Context: an optimization exercise on an open-source flow, tuned for small area, a short achievable clock period and few clock cycles per item. The choices shown serve that exercise and are no tape-out recipe. Function was checked by simulation only, so behaviour that the tests miss may differ from the original. Power figures rest on the tool's default switching activity, not on a simulated workload.

File: flow/design.v
module isd_decode (
    input  wire         clk,
    input  wire         rst,
    input  wire         start,
    input  wire [5:0]   n_in,
    input  wire [4:0]   k_in,
    input  wire [5:0]   t_in,
    output wire         ready,
    input  wire         row_valid,
    input  wire [32:0]  row_in,       
    input  wire [7:0]   y_in,         
    output wire         row_ready,
    output reg          done,
    output reg  [2:0]   err,
    output reg  [32:0]  m_out
);
    localparam NMAX = 32;
    localparam KW   = 13;                      
    localparam LW   = 6;                       
    localparam HW   = KW - LW;                 
    localparam PW   = KW + 5;                  
    localparam [2:0] E_NONE     = 3'd0;
    localparam [2:0] E_PRECOND  = 3'd2;
    localparam [2:0] E_RANGE    = 3'd3;
    localparam [2:0] E_SENTINEL = 3'd5;
    reg st_idle, st_load, st_flush, st_rank;
    reg st_clr;                                
    reg rdy_q, rrdy_q;
    reg [5:0] n_r;
    reg       k_big;                           
    reg [5:0] t_r;
    reg [4:0] rem;                             
    reg       rem1;                            
    reg       bad_r;                           
    reg          v_r;
    reg [32:0]   row_r;
    reg [7:0]    y_g;
    reg [5:0]    t_g;
    reg          gt_g;                         
    reg  [LW-1:0] key_lo [0:NMAX-1];
    reg  [HW-1:0] key_hi [0:NMAX-1];
    reg  [NMAX-1:0] key_cy;                    
    wire [KW-1:0] key_sum [0:NMAX-1];
    wire [NMAX-1:0] lo_cy;
    reg  [KW-1:0] bound;                       
    reg  [KW-1:0] lbound;                      
    reg [NMAX-1:0] act;                        
    reg [5:0]      need;
    reg [4:0]      cnt_l, cnt_h;               
    reg [4:0]      pos;                        
    reg [NMAX-1:0] kb;                         
    reg [NMAX-1:0] kbn;                        
    reg            kb_ix, kbn_ix;              
    assign ready     = rdy_q;
    assign row_ready = rrdy_q;
    wire take = st_load && row_valid;          
    wire [2:0] code = (t_r > n_r)                   ? E_PRECOND :
                      (n_r > NMAX || k_big)   ? E_RANGE   :
                                                      E_NONE;
    reg row_bad;
    integer b;
    always @(*) begin
        row_bad = 1'b0;
        for (b = 0; b <= NMAX; b = b + 1) begin
            if (b == n_r && !row_r[b])
                row_bad = 1'b1;
            if (b > n_r && row_r[b])
                row_bad = 1'b1;
        end
    end
    wire fault = (code != E_NONE) || bad_r || (v_r && row_bad);
    wire [8:0] a_one  = {y_g, 1'b0};
    wire [5:0] a_zero = t_g;
    genvar gc, gb;
    generate
        for (gc = 0; gc < NMAX; gc = gc + 1) begin : g_acc
            wire [KW-1:0] ad = row_r[gc] ? {4'd0, a_one} : {7'd0, a_zero};
            wire [KW-1:0] kv = {key_hi[gc], key_lo[gc]};
            wire [KW:0]   co;                  
            wire [KW-1:0] ci;                  
            for (gb = 0; gb < KW; gb = gb + 1) begin : g_bit
                if (gb == 0)
                    assign ci[gb] = 1'b0;
                else if (gb == LW)
                    assign ci[gb] = key_cy[gc];
                else
                    assign ci[gb] = co[gb];
                assign key_sum[gc][gb] = kv[gb] ^ ad[gb] ^ ci[gb];
                assign co[gb+1] = (kv[gb] & ad[gb]) | (ci[gb] & (kv[gb] ^ ad[gb]));
            end
            assign co[0] = 1'b0;
            assign lo_cy[gc] = co[LW];
        end
    endgenerate
    wire [8:0]    mx_g      = gt_g ? a_one : {3'd0, a_zero};    
    wire [8:0]    mn_g      = gt_g ? {3'd0, a_zero} : a_one;    
    wire [KW-1:0] bound_nx  = bound + {4'd0, mx_g};
    wire [KW-1:0] lbound_nx = lbound + {4'd0, mn_g};
    wire [KW-1:0] bdiff     = bound_nx ^ lbound_nx;
    reg [4:0] pos0;
    integer q;
    always @(*) begin
        pos0 = 5'd4;
        for (q = 0; q < KW; q = q + 1)
            if (bdiff[q])
                pos0 = q + 5;
    end
    reg [NMAX-1:0] kbit_nx;
    integer c, p;
    always @(*) begin
        for (c = 0; c < NMAX; c = c + 1) begin
            kbit_nx[c] = 1'b0;
            for (p = 0; p < LW; p = p + 1)
                if (pos == p + 5)
                    kbit_nx[c] = key_lo[c][p];
            for (p = LW; p < KW; p = p + 1)
                if (pos == p + 5)
                    kbit_nx[c] = key_sum[c][p];
            for (p = 0; p < 5; p = p + 1)
                if (pos == p)
                    kbit_nx[c] = ~c[p];
        end
    end
    wire [6:0] diff   = {1'b0, need} - {2'b0, cnt_l} - {2'b0, cnt_h};
    wire       d_eq   = (diff == 7'd0);
    wire       d_more = diff[6];               
    wire [NMAX-1:0] ones   = act & kb;
    reg  [NMAX-1:0] act_lo;
    reg             seen;
    integer li;
    always @(*) begin
        seen = 1'b0;
        for (li = 0; li < NMAX; li = li + 1) begin
            act_lo[li] = act[li] && !seen;
            seen = seen || act[li];
        end
    end
    wire pick_lo = kb_ix && (need == 6'd1);
    wire [NMAX-1:0] sel_c1 = act & kb & kbn;
    wire [NMAX-1:0] sel_c0 = act & ~kb & kbn;
    wire [4:0] c1l, c0l, c1h, c0h;
    wire [15:0] c1l_in = sel_c1[15:0];
    wire pc1l_w1;
    wire pc1l_w2;
    wire pc1l_w3;
    wire pc1l_w4;
    wire pc1l_w5;
    wire pc1l_w6;
    wire pc1l_w7;
    wire pc1l_w8;
    wire pc1l_w9;
    wire pc1l_w10;
    wire pc1l_w11;
    wire pc1l_w12;
    wire pc1l_w13;
    wire pc1l_w14;
    wire pc1l_w15;
    wire pc1l_w16;
    wire pc1l_w17;
    wire pc1l_w18;
    wire pc1l_w19;
    wire pc1l_w20;
    wire pc1l_w21;
    wire pc1l_w22;
    wire pc1l_w23;
    wire pc1l_w24;
    wire pc1l_w25;
    wire pc1l_w26;
    wire pc1l_w27;
    wire pc1l_w28;
    wire pc1l_w29;
    wire pc1l_w30;
    wire pc1l_w31;
    wire pc1l_w32;
    wire pc1l_w33;
    wire pc1l_w34;
    wire pc1l_w35;
    wire pc1l_w36;
    assign pc1l_w1 = c1l_in[0] ^ c1l_in[1] ^ c1l_in[2];
    assign pc1l_w2 = (c1l_in[0] & c1l_in[1]) | (c1l_in[2] & (c1l_in[0] ^ c1l_in[1]));
    assign pc1l_w3 = c1l_in[3] ^ c1l_in[4] ^ c1l_in[5];
    assign pc1l_w4 = (c1l_in[3] & c1l_in[4]) | (c1l_in[5] & (c1l_in[3] ^ c1l_in[4]));
    assign pc1l_w5 = c1l_in[6] ^ c1l_in[7] ^ c1l_in[8];
    assign pc1l_w6 = (c1l_in[6] & c1l_in[7]) | (c1l_in[8] & (c1l_in[6] ^ c1l_in[7]));
    assign pc1l_w7 = c1l_in[9] ^ c1l_in[10] ^ c1l_in[11];
    assign pc1l_w8 = (c1l_in[9] & c1l_in[10]) | (c1l_in[11] & (c1l_in[9] ^ c1l_in[10]));
    assign pc1l_w9 = c1l_in[12] ^ c1l_in[13] ^ c1l_in[14];
    assign pc1l_w10 = (c1l_in[12] & c1l_in[13]) | (c1l_in[14] & (c1l_in[12] ^ c1l_in[13]));
    assign pc1l_w11 = pc1l_w1 ^ pc1l_w3 ^ pc1l_w5;
    assign pc1l_w12 = (pc1l_w1 & pc1l_w3) | (pc1l_w5 & (pc1l_w1 ^ pc1l_w3));
    assign pc1l_w13 = pc1l_w7 ^ pc1l_w9 ^ c1l_in[15];
    assign pc1l_w14 = (pc1l_w7 & pc1l_w9) | (c1l_in[15] & (pc1l_w7 ^ pc1l_w9));
    assign pc1l_w15 = pc1l_w2 ^ pc1l_w4 ^ pc1l_w6;
    assign pc1l_w16 = (pc1l_w2 & pc1l_w4) | (pc1l_w6 & (pc1l_w2 ^ pc1l_w4));
    assign pc1l_w17 = pc1l_w11 ^ pc1l_w13;
    assign pc1l_w18 = pc1l_w11 & pc1l_w13;
    assign pc1l_w19 = pc1l_w12 ^ pc1l_w14 ^ pc1l_w15;
    assign pc1l_w20 = (pc1l_w12 & pc1l_w14) | (pc1l_w15 & (pc1l_w12 ^ pc1l_w14));
    assign pc1l_w21 = pc1l_w18 ^ pc1l_w19 ^ pc1l_w8;
    assign pc1l_w22 = (pc1l_w18 & pc1l_w19) | (pc1l_w8 & (pc1l_w18 ^ pc1l_w19));
    assign pc1l_w23 = pc1l_w20 ^ pc1l_w16;
    assign pc1l_w24 = pc1l_w20 & pc1l_w16;
    assign pc1l_w25 = pc1l_w21 ^ pc1l_w10;
    assign pc1l_w26 = pc1l_w21 & pc1l_w10;
    assign pc1l_w27 = pc1l_w22 ^ pc1l_w23;
    assign pc1l_w28 = pc1l_w22 & pc1l_w23;
    assign pc1l_w29 = pc1l_w26 ^ pc1l_w27;
    assign pc1l_w30 = pc1l_w26 & pc1l_w27;
    assign pc1l_w31 = pc1l_w28 ^ pc1l_w24;
    assign pc1l_w32 = pc1l_w28 & pc1l_w24;
    assign pc1l_w33 = pc1l_w30 ^ pc1l_w31;
    assign pc1l_w34 = pc1l_w30 & pc1l_w31;
    assign pc1l_w35 = pc1l_w34 ^ pc1l_w32;
    assign pc1l_w36 = pc1l_w34 & pc1l_w32;
    assign c1l = {pc1l_w35, pc1l_w33, pc1l_w29, pc1l_w25, pc1l_w17};
    wire [15:0] c0l_in = sel_c0[15:0];
    wire pc0l_w1;
    wire pc0l_w2;
    wire pc0l_w3;
    wire pc0l_w4;
    wire pc0l_w5;
    wire pc0l_w6;
    wire pc0l_w7;
    wire pc0l_w8;
    wire pc0l_w9;
    wire pc0l_w10;
    wire pc0l_w11;
    wire pc0l_w12;
    wire pc0l_w13;
    wire pc0l_w14;
    wire pc0l_w15;
    wire pc0l_w16;
    wire pc0l_w17;
    wire pc0l_w18;
    wire pc0l_w19;
    wire pc0l_w20;
    wire pc0l_w21;
    wire pc0l_w22;
    wire pc0l_w23;
    wire pc0l_w24;
    wire pc0l_w25;
    wire pc0l_w26;
    wire pc0l_w27;
    wire pc0l_w28;
    wire pc0l_w29;
    wire pc0l_w30;
    wire pc0l_w31;
    wire pc0l_w32;
    wire pc0l_w33;
    wire pc0l_w34;
    wire pc0l_w35;
    wire pc0l_w36;
    assign pc0l_w1 = c0l_in[0] ^ c0l_in[1] ^ c0l_in[2];
    assign pc0l_w2 = (c0l_in[0] & c0l_in[1]) | (c0l_in[2] & (c0l_in[0] ^ c0l_in[1]));
    assign pc0l_w3 = c0l_in[3] ^ c0l_in[4] ^ c0l_in[5];
    assign pc0l_w4 = (c0l_in[3] & c0l_in[4]) | (c0l_in[5] & (c0l_in[3] ^ c0l_in[4]));
    assign pc0l_w5 = c0l_in[6] ^ c0l_in[7] ^ c0l_in[8];
    assign pc0l_w6 = (c0l_in[6] & c0l_in[7]) | (c0l_in[8] & (c0l_in[6] ^ c0l_in[7]));
    assign pc0l_w7 = c0l_in[9] ^ c0l_in[10] ^ c0l_in[11];
    assign pc0l_w8 = (c0l_in[9] & c0l_in[10]) | (c0l_in[11] & (c0l_in[9] ^ c0l_in[10]));
    assign pc0l_w9 = c0l_in[12] ^ c0l_in[13] ^ c0l_in[14];
    assign pc0l_w10 = (c0l_in[12] & c0l_in[13]) | (c0l_in[14] & (c0l_in[12] ^ c0l_in[13]));
    assign pc0l_w11 = pc0l_w1 ^ pc0l_w3 ^ pc0l_w5;
    assign pc0l_w12 = (pc0l_w1 & pc0l_w3) | (pc0l_w5 & (pc0l_w1 ^ pc0l_w3));
    assign pc0l_w13 = pc0l_w7 ^ pc0l_w9 ^ c0l_in[15];
    assign pc0l_w14 = (pc0l_w7 & pc0l_w9) | (c0l_in[15] & (pc0l_w7 ^ pc0l_w9));
    assign pc0l_w15 = pc0l_w2 ^ pc0l_w4 ^ pc0l_w6;
    assign pc0l_w16 = (pc0l_w2 & pc0l_w4) | (pc0l_w6 & (pc0l_w2 ^ pc0l_w4));
    assign pc0l_w17 = pc0l_w11 ^ pc0l_w13;
    assign pc0l_w18 = pc0l_w11 & pc0l_w13;
    assign pc0l_w19 = pc0l_w12 ^ pc0l_w14 ^ pc0l_w15;
    assign pc0l_w20 = (pc0l_w12 & pc0l_w14) | (pc0l_w15 & (pc0l_w12 ^ pc0l_w14));
    assign pc0l_w21 = pc0l_w18 ^ pc0l_w19 ^ pc0l_w8;
    assign pc0l_w22 = (pc0l_w18 & pc0l_w19) | (pc0l_w8 & (pc0l_w18 ^ pc0l_w19));
    assign pc0l_w23 = pc0l_w20 ^ pc0l_w16;
    assign pc0l_w24 = pc0l_w20 & pc0l_w16;
    assign pc0l_w25 = pc0l_w21 ^ pc0l_w10;
    assign pc0l_w26 = pc0l_w21 & pc0l_w10;
    assign pc0l_w27 = pc0l_w22 ^ pc0l_w23;
    assign pc0l_w28 = pc0l_w22 & pc0l_w23;
    assign pc0l_w29 = pc0l_w26 ^ pc0l_w27;
    assign pc0l_w30 = pc0l_w26 & pc0l_w27;
    assign pc0l_w31 = pc0l_w28 ^ pc0l_w24;
    assign pc0l_w32 = pc0l_w28 & pc0l_w24;
    assign pc0l_w33 = pc0l_w30 ^ pc0l_w31;
    assign pc0l_w34 = pc0l_w30 & pc0l_w31;
    assign pc0l_w35 = pc0l_w34 ^ pc0l_w32;
    assign pc0l_w36 = pc0l_w34 & pc0l_w32;
    assign c0l = {pc0l_w35, pc0l_w33, pc0l_w29, pc0l_w25, pc0l_w17};
    wire [15:0] c1h_in = sel_c1[31:16];
    wire pc1h_w1;
    wire pc1h_w2;
    wire pc1h_w3;
    wire pc1h_w4;
    wire pc1h_w5;
    wire pc1h_w6;
    wire pc1h_w7;
    wire pc1h_w8;
    wire pc1h_w9;
    wire pc1h_w10;
    wire pc1h_w11;
    wire pc1h_w12;
    wire pc1h_w13;
    wire pc1h_w14;
    wire pc1h_w15;
    wire pc1h_w16;
    wire pc1h_w17;
    wire pc1h_w18;
    wire pc1h_w19;
    wire pc1h_w20;
    wire pc1h_w21;
    wire pc1h_w22;
    wire pc1h_w23;
    wire pc1h_w24;
    wire pc1h_w25;
    wire pc1h_w26;
    wire pc1h_w27;
    wire pc1h_w28;
    wire pc1h_w29;
    wire pc1h_w30;
    wire pc1h_w31;
    wire pc1h_w32;
    wire pc1h_w33;
    wire pc1h_w34;
    wire pc1h_w35;
    wire pc1h_w36;
    assign pc1h_w1 = c1h_in[0] ^ c1h_in[1] ^ c1h_in[2];
    assign pc1h_w2 = (c1h_in[0] & c1h_in[1]) | (c1h_in[2] & (c1h_in[0] ^ c1h_in[1]));
    assign pc1h_w3 = c1h_in[3] ^ c1h_in[4] ^ c1h_in[5];
    assign pc1h_w4 = (c1h_in[3] & c1h_in[4]) | (c1h_in[5] & (c1h_in[3] ^ c1h_in[4]));
    assign pc1h_w5 = c1h_in[6] ^ c1h_in[7] ^ c1h_in[8];
    assign pc1h_w6 = (c1h_in[6] & c1h_in[7]) | (c1h_in[8] & (c1h_in[6] ^ c1h_in[7]));
    assign pc1h_w7 = c1h_in[9] ^ c1h_in[10] ^ c1h_in[11];
    assign pc1h_w8 = (c1h_in[9] & c1h_in[10]) | (c1h_in[11] & (c1h_in[9] ^ c1h_in[10]));
    assign pc1h_w9 = c1h_in[12] ^ c1h_in[13] ^ c1h_in[14];
    assign pc1h_w10 = (c1h_in[12] & c1h_in[13]) | (c1h_in[14] & (c1h_in[12] ^ c1h_in[13]));
    assign pc1h_w11 = pc1h_w1 ^ pc1h_w3 ^ pc1h_w5;
    assign pc1h_w12 = (pc1h_w1 & pc1h_w3) | (pc1h_w5 & (pc1h_w1 ^ pc1h_w3));
    assign pc1h_w13 = pc1h_w7 ^ pc1h_w9 ^ c1h_in[15];
    assign pc1h_w14 = (pc1h_w7 & pc1h_w9) | (c1h_in[15] & (pc1h_w7 ^ pc1h_w9));
    assign pc1h_w15 = pc1h_w2 ^ pc1h_w4 ^ pc1h_w6;
    assign pc1h_w16 = (pc1h_w2 & pc1h_w4) | (pc1h_w6 & (pc1h_w2 ^ pc1h_w4));
    assign pc1h_w17 = pc1h_w11 ^ pc1h_w13;
    assign pc1h_w18 = pc1h_w11 & pc1h_w13;
    assign pc1h_w19 = pc1h_w12 ^ pc1h_w14 ^ pc1h_w15;
    assign pc1h_w20 = (pc1h_w12 & pc1h_w14) | (pc1h_w15 & (pc1h_w12 ^ pc1h_w14));
    assign pc1h_w21 = pc1h_w18 ^ pc1h_w19 ^ pc1h_w8;
    assign pc1h_w22 = (pc1h_w18 & pc1h_w19) | (pc1h_w8 & (pc1h_w18 ^ pc1h_w19));
    assign pc1h_w23 = pc1h_w20 ^ pc1h_w16;
    assign pc1h_w24 = pc1h_w20 & pc1h_w16;
    assign pc1h_w25 = pc1h_w21 ^ pc1h_w10;
    assign pc1h_w26 = pc1h_w21 & pc1h_w10;
    assign pc1h_w27 = pc1h_w22 ^ pc1h_w23;
    assign pc1h_w28 = pc1h_w22 & pc1h_w23;
    assign pc1h_w29 = pc1h_w26 ^ pc1h_w27;
    assign pc1h_w30 = pc1h_w26 & pc1h_w27;
    assign pc1h_w31 = pc1h_w28 ^ pc1h_w24;
    assign pc1h_w32 = pc1h_w28 & pc1h_w24;
    assign pc1h_w33 = pc1h_w30 ^ pc1h_w31;
    assign pc1h_w34 = pc1h_w30 & pc1h_w31;
    assign pc1h_w35 = pc1h_w34 ^ pc1h_w32;
    assign pc1h_w36 = pc1h_w34 & pc1h_w32;
    assign c1h = {pc1h_w35, pc1h_w33, pc1h_w29, pc1h_w25, pc1h_w17};
    wire [15:0] c0h_in = sel_c0[31:16];
    wire pc0h_w1;
    wire pc0h_w2;
    wire pc0h_w3;
    wire pc0h_w4;
    wire pc0h_w5;
    wire pc0h_w6;
    wire pc0h_w7;
    wire pc0h_w8;
    wire pc0h_w9;
    wire pc0h_w10;
    wire pc0h_w11;
    wire pc0h_w12;
    wire pc0h_w13;
    wire pc0h_w14;
    wire pc0h_w15;
    wire pc0h_w16;
    wire pc0h_w17;
    wire pc0h_w18;
    wire pc0h_w19;
    wire pc0h_w20;
    wire pc0h_w21;
    wire pc0h_w22;
    wire pc0h_w23;
    wire pc0h_w24;
    wire pc0h_w25;
    wire pc0h_w26;
    wire pc0h_w27;
    wire pc0h_w28;
    wire pc0h_w29;
    wire pc0h_w30;
    wire pc0h_w31;
    wire pc0h_w32;
    wire pc0h_w33;
    wire pc0h_w34;
    wire pc0h_w35;
    wire pc0h_w36;
    assign pc0h_w1 = c0h_in[0] ^ c0h_in[1] ^ c0h_in[2];
    assign pc0h_w2 = (c0h_in[0] & c0h_in[1]) | (c0h_in[2] & (c0h_in[0] ^ c0h_in[1]));
    assign pc0h_w3 = c0h_in[3] ^ c0h_in[4] ^ c0h_in[5];
    assign pc0h_w4 = (c0h_in[3] & c0h_in[4]) | (c0h_in[5] & (c0h_in[3] ^ c0h_in[4]));
    assign pc0h_w5 = c0h_in[6] ^ c0h_in[7] ^ c0h_in[8];
    assign pc0h_w6 = (c0h_in[6] & c0h_in[7]) | (c0h_in[8] & (c0h_in[6] ^ c0h_in[7]));
    assign pc0h_w7 = c0h_in[9] ^ c0h_in[10] ^ c0h_in[11];
    assign pc0h_w8 = (c0h_in[9] & c0h_in[10]) | (c0h_in[11] & (c0h_in[9] ^ c0h_in[10]));
    assign pc0h_w9 = c0h_in[12] ^ c0h_in[13] ^ c0h_in[14];
    assign pc0h_w10 = (c0h_in[12] & c0h_in[13]) | (c0h_in[14] & (c0h_in[12] ^ c0h_in[13]));
    assign pc0h_w11 = pc0h_w1 ^ pc0h_w3 ^ pc0h_w5;
    assign pc0h_w12 = (pc0h_w1 & pc0h_w3) | (pc0h_w5 & (pc0h_w1 ^ pc0h_w3));
    assign pc0h_w13 = pc0h_w7 ^ pc0h_w9 ^ c0h_in[15];
    assign pc0h_w14 = (pc0h_w7 & pc0h_w9) | (c0h_in[15] & (pc0h_w7 ^ pc0h_w9));
    assign pc0h_w15 = pc0h_w2 ^ pc0h_w4 ^ pc0h_w6;
    assign pc0h_w16 = (pc0h_w2 & pc0h_w4) | (pc0h_w6 & (pc0h_w2 ^ pc0h_w4));
    assign pc0h_w17 = pc0h_w11 ^ pc0h_w13;
    assign pc0h_w18 = pc0h_w11 & pc0h_w13;
    assign pc0h_w19 = pc0h_w12 ^ pc0h_w14 ^ pc0h_w15;
    assign pc0h_w20 = (pc0h_w12 & pc0h_w14) | (pc0h_w15 & (pc0h_w12 ^ pc0h_w14));
    assign pc0h_w21 = pc0h_w18 ^ pc0h_w19 ^ pc0h_w8;
    assign pc0h_w22 = (pc0h_w18 & pc0h_w19) | (pc0h_w8 & (pc0h_w18 ^ pc0h_w19));
    assign pc0h_w23 = pc0h_w20 ^ pc0h_w16;
    assign pc0h_w24 = pc0h_w20 & pc0h_w16;
    assign pc0h_w25 = pc0h_w21 ^ pc0h_w10;
    assign pc0h_w26 = pc0h_w21 & pc0h_w10;
    assign pc0h_w27 = pc0h_w22 ^ pc0h_w23;
    assign pc0h_w28 = pc0h_w22 & pc0h_w23;
    assign pc0h_w29 = pc0h_w26 ^ pc0h_w27;
    assign pc0h_w30 = pc0h_w26 & pc0h_w27;
    assign pc0h_w31 = pc0h_w28 ^ pc0h_w24;
    assign pc0h_w32 = pc0h_w28 & pc0h_w24;
    assign pc0h_w33 = pc0h_w30 ^ pc0h_w31;
    assign pc0h_w34 = pc0h_w30 & pc0h_w31;
    assign pc0h_w35 = pc0h_w34 ^ pc0h_w32;
    assign pc0h_w36 = pc0h_w34 & pc0h_w32;
    assign c0h = {pc0h_w35, pc0h_w33, pc0h_w29, pc0h_w25, pc0h_w17};
    reg [NMAX-1:0] below_n;
    reg [32:0]     at_n;
    integer mi;
    always @(*) begin
        for (mi = 0; mi < NMAX; mi = mi + 1)
            below_n[mi] = (mi < n_r);
        for (mi = 0; mi <= NMAX; mi = mi + 1)
            at_n[mi] = (mi == n_r);
    end
    wire fin_flush = st_flush && (fault || t_r == 6'd0 || t_r == n_r);
    wire fin_rank  = st_rank && (d_eq || pick_lo);
    wire nx_idle   = (st_idle && !start) || fin_flush || fin_rank;
    wire nx_load   = (st_idle && start && k_in != 5'd0) || (st_load && !(row_valid && rem1));
    wire nx_flush  = (st_idle && start && k_in == 5'd0) || (take && rem1);
    wire nx_rank   = (st_flush && !fin_flush) || (st_rank && !fin_rank);
    always @(posedge clk) begin
        if (rst) begin
            st_idle  <= 1'b1;
            rdy_q    <= 1'b1;
            st_load  <= 1'b0;
            rrdy_q   <= 1'b0;
            st_flush <= 1'b0;
            st_rank  <= 1'b0;
            st_clr   <= 1'b0;
            done     <= 1'b0;
            v_r      <= 1'b0;
        end else begin
            st_idle  <= nx_idle;
            rdy_q    <= nx_idle || nx_rank;
            st_load  <= nx_load;
            rrdy_q   <= nx_load || nx_flush;
            st_flush <= nx_flush;
            st_rank  <= nx_rank;
            st_clr   <= st_idle && start;
            done     <= fin_flush || fin_rank;
            v_r      <= take;
        end
    end
    integer j;
    always @(posedge clk) begin
        row_r <= row_in;
        y_g   <= take ? y_in : 8'd0;
        t_g   <= take ? t_r  : 6'd0;
        gt_g  <= ({y_in, 1'b0} > {3'd0, t_r});
        for (j = 0; j < NMAX; j = j + 1) begin
            key_lo[j] <= st_clr ? {LW{1'b0}} : key_sum[j][LW-1:0];
            key_hi[j] <= st_clr ? {HW{1'b0}} : key_sum[j][KW-1:LW];
        end
        key_cy <= st_clr ? {NMAX{1'b0}} : lo_cy;
        bound  <= st_clr ? {KW{1'b0}} : bound_nx;
        lbound <= st_clr ? {KW{1'b0}} : lbound_nx;
        if (st_idle && start) begin
            n_r   <= n_in;
            k_big <= (k_in > 5'd16);
            t_r   <= t_in;
            rem   <= k_in;
            rem1  <= (k_in == 5'd1);
            bad_r <= 1'b0;
        end else begin
            if (take) begin
                rem  <= rem - 5'd1;
                rem1 <= (rem == 5'd2);
            end
            if (v_r && row_bad)
                bad_r <= 1'b1;
        end
        kb     <= kbn;
        kbn    <= kbit_nx;
        kb_ix  <= kbn_ix;
        kbn_ix <= (pos <= 5'd4);
        pos  <= (pos == 5'd0) ? 5'd31 : pos - 5'd1;
        if (st_flush) begin
            act  <= below_n;
            need <= t_r;
            cnt_l <= 5'd0;
            cnt_h <= 5'd0;
            kb   <= {NMAX{1'b0}};
            kbn  <= {NMAX{1'b0}};
            kb_ix  <= 1'b0;
            kbn_ix <= 1'b0;
            pos  <= pos0;
            if (fault) begin
                err   <= (code != E_NONE) ? code : E_SENTINEL;
                m_out <= 33'd0;
            end else begin
                err   <= E_NONE;
                m_out <= at_n | ((t_r == n_r) ? {1'b0, below_n} : 33'd0);
            end
        end
        if (st_rank) begin
            if (pick_lo)
                m_out <= m_out | {1'b0, act_lo};
            else if (!d_more)
                m_out <= m_out | {1'b0, ones};
            if (d_more) begin
                act   <= ones;
                cnt_l <= c1l;
                cnt_h <= c1h;
            end else begin
                act   <= act & ~kb;
                need  <= diff[5:0];
                cnt_l <= c0l;
                cnt_h <= c0h;
            end
        end
    end
endmodule
File: flow/flow/run.sh
#!/bin/bash
# Layout flow: the standard flow (standard.sh, unchanged), with
# - the port buffers that buffer_ports inserts made of sky130_fd_sc_hd__buf_2
#   cells instead of the cell it picks by default;
# - clock tree synthesis with the standard arguments and config.mk's cluster
#   settings, but without dummy loads.
# The whole output of the flow goes to flow_stdout.log; each ORFS step keeps
# its own log under orfs/logs/.
set -euo pipefail
export BUFFER_PORTS_ARGS="-buffer_cell sky130_fd_sc_hd__buf_2"
export CTS_ARGS="-sink_clustering_enable -repair_clock_nets -sink_clustering_size 20 -sink_clustering_max_diameter 100 -dont_use_dummy_load"
bash standard.sh > flow_stdout.log 2>&1
File: flow/standard.sh
#!/bin/bash
# synth_recipe.tcl (not shown) runs the flow's synth.tcl, then flattens the netlist and writes it again
# the make line also repeats each setting of config.mk as NAME=value (left out here)
make -C /OpenROAD-flow-scripts/flow DESIGN_CONFIG=/design/flow/config.mk WORK_HOME=/design/flow/orfs CLKGATE_MAP_FILE= SYNTH_SCRIPT=/design/flow/synth_recipe.tcl "${@:-finish}"
File: flow/config.mk
export PLATFORM = sky130hd
export DESIGN_NAME = isd_decode
export DESIGN_NICKNAME = isd_decode
export VERILOG_FILES = /design/flow/design.v
export SDC_FILE = /design/flow/constraint.sdc
export NUM_CORES = 4
export LEC_CHECK = 0
export CAP_MARGIN = 10
export CORE_MARGIN = 2
export CORE_UTILIZATION = 65
export CTS_CLUSTER_DIAMETER = 100
export CTS_CLUSTER_SIZE = 20
export SLEW_MARGIN = 10
File: flow/constraint.sdc
create_clock -name core_clock -period 15.0 [get_ports {clk}]
set_input_delay 3.0000 -clock core_clock [delete_from_list [all_inputs] [get_ports {clk}]]
set_output_delay 3.0000 -clock core_clock [all_outputs]
set_load 0.01 [all_outputs]
==> results of run 1 <==
[cell families (layout without fill, tap and decap cells)]
kind of cell             Yosys count  in the layout  synth area share (%)
AND/OR/NAND/NOR                 1296           1296                  16.8
AO/OA/AOI/OAI                    740            740                  12.0
flip-flops                       706            706                  36.7
buffers and inverters            590            534                  5.58
adder cells (fa/ha/maj)          503            503                  21.4
multiplexers                     190            190                  5.06
XOR/XNOR                         107            107                  2.40
[cell usage after synthesis (all sizes together) (11+ instances only)]
library cell  instances  area share, %
a211oi               27           0.50
a21o                 13           0.24
a21oi               196            2.4
a221o                12           0.30
a221oi               39           0.85
a22oi                41           0.76
a31o                 13           0.28
a31oi                24           0.37
a32oi                17           0.37
and2                 91            1.4
and3                 46           0.71
buf                  41           0.45
clkbuf              235            2.2
dfxtp               641             32
edfxtp               65            4.8
fa                  311             15
ha                  192            6.0
inv                 311            2.9
mux2                107            3.0
mux2i                83            2.1
nand2               219            2.0
nand2b               16           0.25
nand3                43           0.53
nor2                343            3.2
nor2b               413            6.4
nor3                 37           0.47
nor4                 11           0.20
o211ai               56            1.0
o21a                 11           0.21
o21ai               149            1.9
o221ai               17           0.37
o22ai                36           0.56
o31ai                15           0.28
or3                  15           0.25
xnor2                85            1.8
xor2                 20           0.44
[registers in the layout (all words and copies together) (netlist names), 32 cells and up]
register and cells:
key_cy 32, kb 32, row_r 33, key_hi 224, kbn 32, key_lo 192
m_out 33, act 32
[critical path, stage by stage (launching register included)]
cell	delay (ns)
edfxtp_1	1.05
clkinv_1	0.60
ha_1	0.47
nand3_1	0.11
or2_2	0.48
o31a_1	0.19
nand2b_1	0.27
nor4_4	0.88
nand2_1	0.35
o211ai_1	0.27
[layout make-up]
type	instances	area, µm²
tap	790	988
clock buffer	41	1030
fill	4719	19100
timing repair buffer	179	1090
sequential	706	14800
inverter	314	1180
multi-input combinational	2836	23300
[through the flow]
stage | total power, mW | hold WS [ns] | std cells
CTS | 5.70 | 0.465 | 4866
floorplan | 3.82 | 0.414 | 4132
global route | 6.04 | 0.486 | 4866
detailed placement | 4.58 | 0.443 | 4825
global placement | 4.49 | 0.436 | 4825
finish | 5.75 | 0.470 | 4866
[power by group through the flow]
stage               clock network (mW)  registers, mW  logic [mW]
floorplan                            0           2.54        1.29
global placement                     0           2.61        1.88
detailed placement                   0           2.63        1.95
CTS                               1.14           2.59        1.97
global route                      1.20           2.64        2.20
finish                            1.14           2.59        2.02
[per-layer routing]
| layer | GRT usage (%) | share of wire, % | vias up |
|---|---|---|---|
| li1 | - | - | 13700 |
| met5 | 0 | 0.036 | - |
| met2 | 59.6 | 43 | 1832 |
| met1 | 57.0 | 41 | 15700 |
| met3 | 10.1 | 11 | 363 |
| met4 | 18.5 | 5.2 | 8 |
[worst paths after layout]
kind	startpoint	endpoint	slack, ns	cells past startpoint
setup / recovery	n_r[5]$_DFFE_PP_	m_out[21]$_DFF_P_	10.23	9
setup reg to reg	n_r[5]$_DFFE_PP_	m_out[21]$_DFF_P_	10.23	9
hold reg to reg	kbn_ix$_SDFF_PP0_	kb_ix$_SDFF_PP0_	0.47	1
hold / removal	kbn_ix$_SDFF_PP0_	kb_ix$_SDFF_PP0_	0.47	1
==> summary.txt, run 1 <==
Post-CTS Setup Inserts 0; Post-route DRC 0; fin nets roughly 4600; wirelength, routed 129000 µm; Peak VDD IR between 100 and 150 µV; CP Max Fanout 30; Resize count post-CTS 0; most common cell after layout, fill and taps aside dfxtp_1; Starting DRT DRC Count roughly 3500; switching portion of total power between 30% and 40%; # port buffers 100; sequential cell fraction of total power between 40% and 50%; status finished clean; post-synthesis sequential area ratio a little under two fifths; post-layout instance area roughly 0.042 mm²; critical path data required time between 15 and 20 ns; Post-Syn Nets 4697; clock buffer depth 3; Placed Area 0.0414 mm²; Final Skew ~0.072 ns; Post-Route Utilization approximately 70%; internal power 3.56 mW; First-pass DRT Iterations 6; Synth async-reset ratio 0%; die span in x 253 µm; # diodes 0; routability congestion estimate from global placement 1.01; Rows 91; Max Slew Vio Count 0; RSZ-0062 raised after global routing false; layout cell share with drive strength beyond 1 a little under a tenth; vias in the first global route approximately 32000; Die Y-Extent approximately 250 µm; CTS tree done; most common flop cell mapped by yosys dfxtp_1; initial antenna violation count 4; Setup crit end kind register; fin crit period between 4 and 5 ns; largest net degree at the start of global routing 97; DP Wirelength 91800 µm; Fmax achieved roughly 0.21 GHz; first-pass GRT wire length approximately 200000 µm; HP Class reg2reg; Clk pin slew, worst setup/hold paths 0.09 ns; starting density of the core 65.5%; I/O pin cnt between 100 and 150; CP Launch Type register; mean routed wirelength per cell 26.5 µm; Netlist cell types 84; pre-CTS WS between 10 and 15 ns; Max Cap Viol 0; final-report hold violation count 0; P_leak roughly 19 nW; Post-Syn Instances between 4000 and 5000; clock share of power about a fifth; hold buffer count at CTS 0; most frequent cells in the layout dfxtp_1, nor2b_1, nor2_1; Area Growth Syn to Fin 5.36%; synth warn 3; Final period util approximately a third; die area ~0.064 mm²; final setup TNS 0 ns; Syn Area/Cell a little under 10 µm²; endpoints failing setup 0; combinational share of power between 30% and 40%; CTS Sinks 706; Total GRT Usage around two fifths; sw power roughly 2.2 mW; final setup margin ~10 ns; remaining antenna violation count 0; Post-synth EDFFs between 60 and 70; Core ar. about 0.06 mm²; Root Buffer Master clkbuf_16; PwrDens ~140 mW/mm²; worst-margin pin slew ~1.2 ns; synthesized area about 0.040 mm²; Arr. time, crit path about 5.3 ns; TritonCTS buffer count 41; Slew HR between 10% and 20%; Seq cells post-synth 706; CTS H-tree lvls 2; Vias approximately 32000; gr ovfl total 0; CP Class reg2reg; clock latency on the worst-skew pair just over 0.6 ns; vias per cell roughly 6.5
Testbench counts, summed over its fixed seeds: cycles 16,324, items 960.
==> run 2, diff against run 1 <==
==> flow/config.mk (replaced) <==
export PLATFORM = sky130hd
export DESIGN_NAME = isd_decode
export DESIGN_NICKNAME = isd_decode
export VERILOG_FILES = /design/flow/design.v
export SDC_FILE = /design/flow/constraint.sdc
export NUM_CORES = 4
export LEC_CHECK = 0
export CAP_MARGIN = 20
export CORE_MARGIN = 2
export CORE_UTILIZATION = 60
export CTS_CLUSTER_DIAMETER = 100
export CTS_CLUSTER_SIZE = 20
export SLEW_MARGIN = 20
==> summary.txt, run 2 <==
Max Cap Viol 0; final setup TNS 0 ns; P_leak 18.9 nW; most common flop cell mapped by yosys dfxtp_1; sw power approximately 2.2 mW; CP max-delay cell fa_1; Final Skew around 0.044 ns; die span in x between 200 and 300 µm; most frequent cells in the layout dfxtp_1, nor2b_1, nor2_1; CTS Sinks between 700 and 800; Post-Syn Nets 4697; final-report hold violation count 0; Seq cells post-synth 706; Peak VDD IR 94.9 µV; I/O pin cnt approximately 100; CP max stage delay around 0.57 ns; Area Growth Syn to Fin 5.62%; internal power about 3.6 mW; CP delay by family, top adder cells; CTS H-tree lvls 2; clock buffer depth 3; Cell Chain, Critical Path and3_1 -> fa_1 -> inv_1 -> fa_1 -> fa_1 -> fa_1 -> inv_1 -> fa_1 -> ha_1 -> fa_1 -> mux2i_1 -> nor2_1; endpoints failing setup 0; most common cell after layout, fill and taps aside dfxtp_1; flop-to-flop setup slack 10.52 ns; Crit path top cell by count fa_1; Slew HR between 10% and 20%; Resize count post-CTS 0; first-pass GRT wire length 199000 µm; Total GRT Usage 37.9%; # port buffers 100; Power, Total 5.74 mW; Final period util between 20% and 30%; Post-synth EDFFs 65; Post-CTS Setup Inserts 0; HP Class reg2reg; sequential cell fraction of total power 45.2%; remaining antenna violation count 0; initial antenna violation count 11; CP Launch Type register; die area about 0.069 mm²; Setup crit end kind register; fin nets between 4000 and 5000; fin crit period 4.48 ns; CP Buf/Inv Count 2; Synth top area share between 30% and 40%; Worst Hold Launch m_out[1]$_DFF_P_; RSZ-0062 raised after global routing false; worst-margin pin slew 1.34 ns; First-pass DRT Iterations 6; clock share of power between 10% and 20%; Synth area leaders dfxtp_1, fa_1, nor2b_1; Max Slew Vio Count 0; post-synthesis sequential area ratio a little under two fifths; R2R cell count 12; starting density of the core 60.9%; cell taking the most area after synthesis dfxtp_1; clock latency on the worst-skew pair approximately 0.62 ns; most instantiated library cell after synthesis dfxtp_1; max FFs per register approximately 220; Fmax achieved approximately 0.22 GHz; Synth async-reset ratio 0%; gr ovfl total 0; largest net degree at the start of global routing roughly 240; vias in the first global route ~32000; Arr. time, crit path 4.80 ns; non-filler cells, final 4943; Worst Hold End m_out[1]$_DFF_P_; Clk pin slew, worst setup/hold paths about 0.090 ns; synth warn 3; Hold Path Stages 2; Hold WS 0.477 ns; Syn Area/Cell 9.74 µm²; Most flops, register key_hi; CTS tree done; Die Y-Extent approximately 260 µm; Rows 94; status finished clean; TritonCTS buffer count 41; Starting DRT DRC Count around 3400; placed insts 4899; Core ar. approximately 0.066 mm²; Post-Route Utilization approximately 64%; layout cell share with drive strength beyond 1 a little under a tenth; vias per cell approximately 6.3; DP Wirelength about 93000 µm; combinational share of power about a third; mean routed wirelength per cell ~27 µm; hold buffer count at CTS 0; Vias about 31000; Netlist cell types 84; worst flop-to-flop path endpoint cnt_h[3]$_SDFFCE_PN0P_; CP Max Fanout 9; PwrDens 135 mW/mm²; switching portion of total power 38.1%; critical path data required time 15.32 ns; most frequent cells after synthesis dfxtp_1, nor2b_1, nor2_1, fa_1, inv_1; routability congestion estimate from global placement around 0.97; CP Class reg2reg; RR Startpoint act[16]$_DFFE_PP_; Post-route DRC 0; biggest regs key_hi: 224 flops, key_lo: 192 flops; wirelength, routed approximately 130000 µm; Root Buffer Master clkbuf_16; Post-Syn Instances 4132; synthesized area around 0.040 mm²
[run 2: cell counts after synthesis]
Identical to the previous run, type by type.
[run 2: worst max-delay path by stage]
| stage | start | endpoint | slack (ns) | cells past startpoint |
|---|---|---|---|---|
| finish | act[16]$_DFFE_PP_ | cnt_h[3]$_SDFFCE_PN0P_ | 10.52 | 12 |
| global route | act[16]$_DFFE_PP_ | cnt_h[3]$_SDFFCE_PN0P_ | 10.35 | 12 |
| CTS | act[16]$_DFFE_PP_ | cnt_h[3]$_SDFFCE_PN0P_ | 10.50 | 12 |
| detailed placement | act[16]$_DFFE_PP_ | cnt_h[3]$_SDFFCE_PN0P_ | 10.52 | 12 |
| global placement | act[16]$_DFFE_PP_ | cnt_h[3]$_SDFFCE_PN0P_ | 10.57 | 12 |
| floorplan | act[16]$_DFFE_PP_ | cnt_h[3]$_SDFFCE_PN0P_ | 10.79 | 13 |
[run 2: power by group through the flow]
stage                     clock network, mW  logic [mW]  registers [mW]
final                                  1.13        2.01            2.59
after global routing                   1.20        2.19            2.65
after CTS                              1.15        1.97            2.59
after detailed placement                  0        1.95            2.64
after global placement                    0        1.88            2.61
after floorplan                           0        1.29            2.54
[run 2: cell type report]
| class | count | area, µm² |
|---|---|---|
| fillers | 5432 | 23600 |
| multi-input cells | 2836 | 23300 |
| flip-flops and latches | 706 | 14800 |
| inverters | 314 | 1180 |
| repair buffers | 179 | 1110 |
| well taps | 864 | 1080 |
| clock buffers | 41 | 1030 |
| diodes | 3 | 7.51 |
[run 2: kinds of logic after synthesis]
logic type	after synthesis	synth area share (%)
buf+inv	590	5.58
flops	706	36.7
compound gates	740	12.0
fa+ha+maj	503	21.4
mux	190	5.06
simple gates	1296	16.8
xor+xnor	107	2.40
[run 2: worst reg2reg max path: cells and delay by family (launching register included)]
family | cells | cell delay, ns
adder cells (fa/ha/maj) | 7 | 3.04
buffers and inverters | 2 | 0.20
AND/OR/NAND/NOR | 2 | 0.31
flip-flops | 1 | 0.53
multiplexers | 1 | 0.14
[run 2: metrics by stage]
stage	setup slack [ns]	cell area, µm²
final	10.52	42500
after global routing	10.35	42500
after CTS	10.50	42500
after detailed placement	10.52	41500
after global placement	10.57	41500
after floorplan	10.79	40200
[run 2: metal layers]
layer	up-vias	share of wire [%]	track usage [%]
met4	12	4.7	15.4
met1	15600	42	53.6
met5	-	0.064	0
met2	1669	43	56.2
li1	13700	-	-
met3	301	11	8.80

==> separate check: timing with driven ports <==
The flow's constraints put no driver on any port. The routed layouts listed below were extracted and timed again, unchanged, in two steps.
Step 1: set_driving_cell puts a clkbuf_16 on clk and a buf_2 on each other input, an assumption about the parent block.
Step 2 also shifts input and output timing later by t, the mid clock arrival at the registers, as if the neighbouring blocks saw the same clock.
Three values: ideal, step 1, step 2; two values: the first two.
| run | shift t [ns] | slack for setup (ns) | slew at the worst register clock pin (ns) | worst slew at a driven data input, ns | cell pins on the clock port's net |
|---|---|---|---|---|---|
| run 1 | 0.656 | 10.228 / 10.228 / 10.228 | 0.09 / 0.09 | 0.06 | 1 |
| run 2 | 0.663 | 10.523 / 10.523 / 10.523 | 0.09 / 0.09 | 0.06 | 1 |
After both steps setup and hold are still met in every run listed.
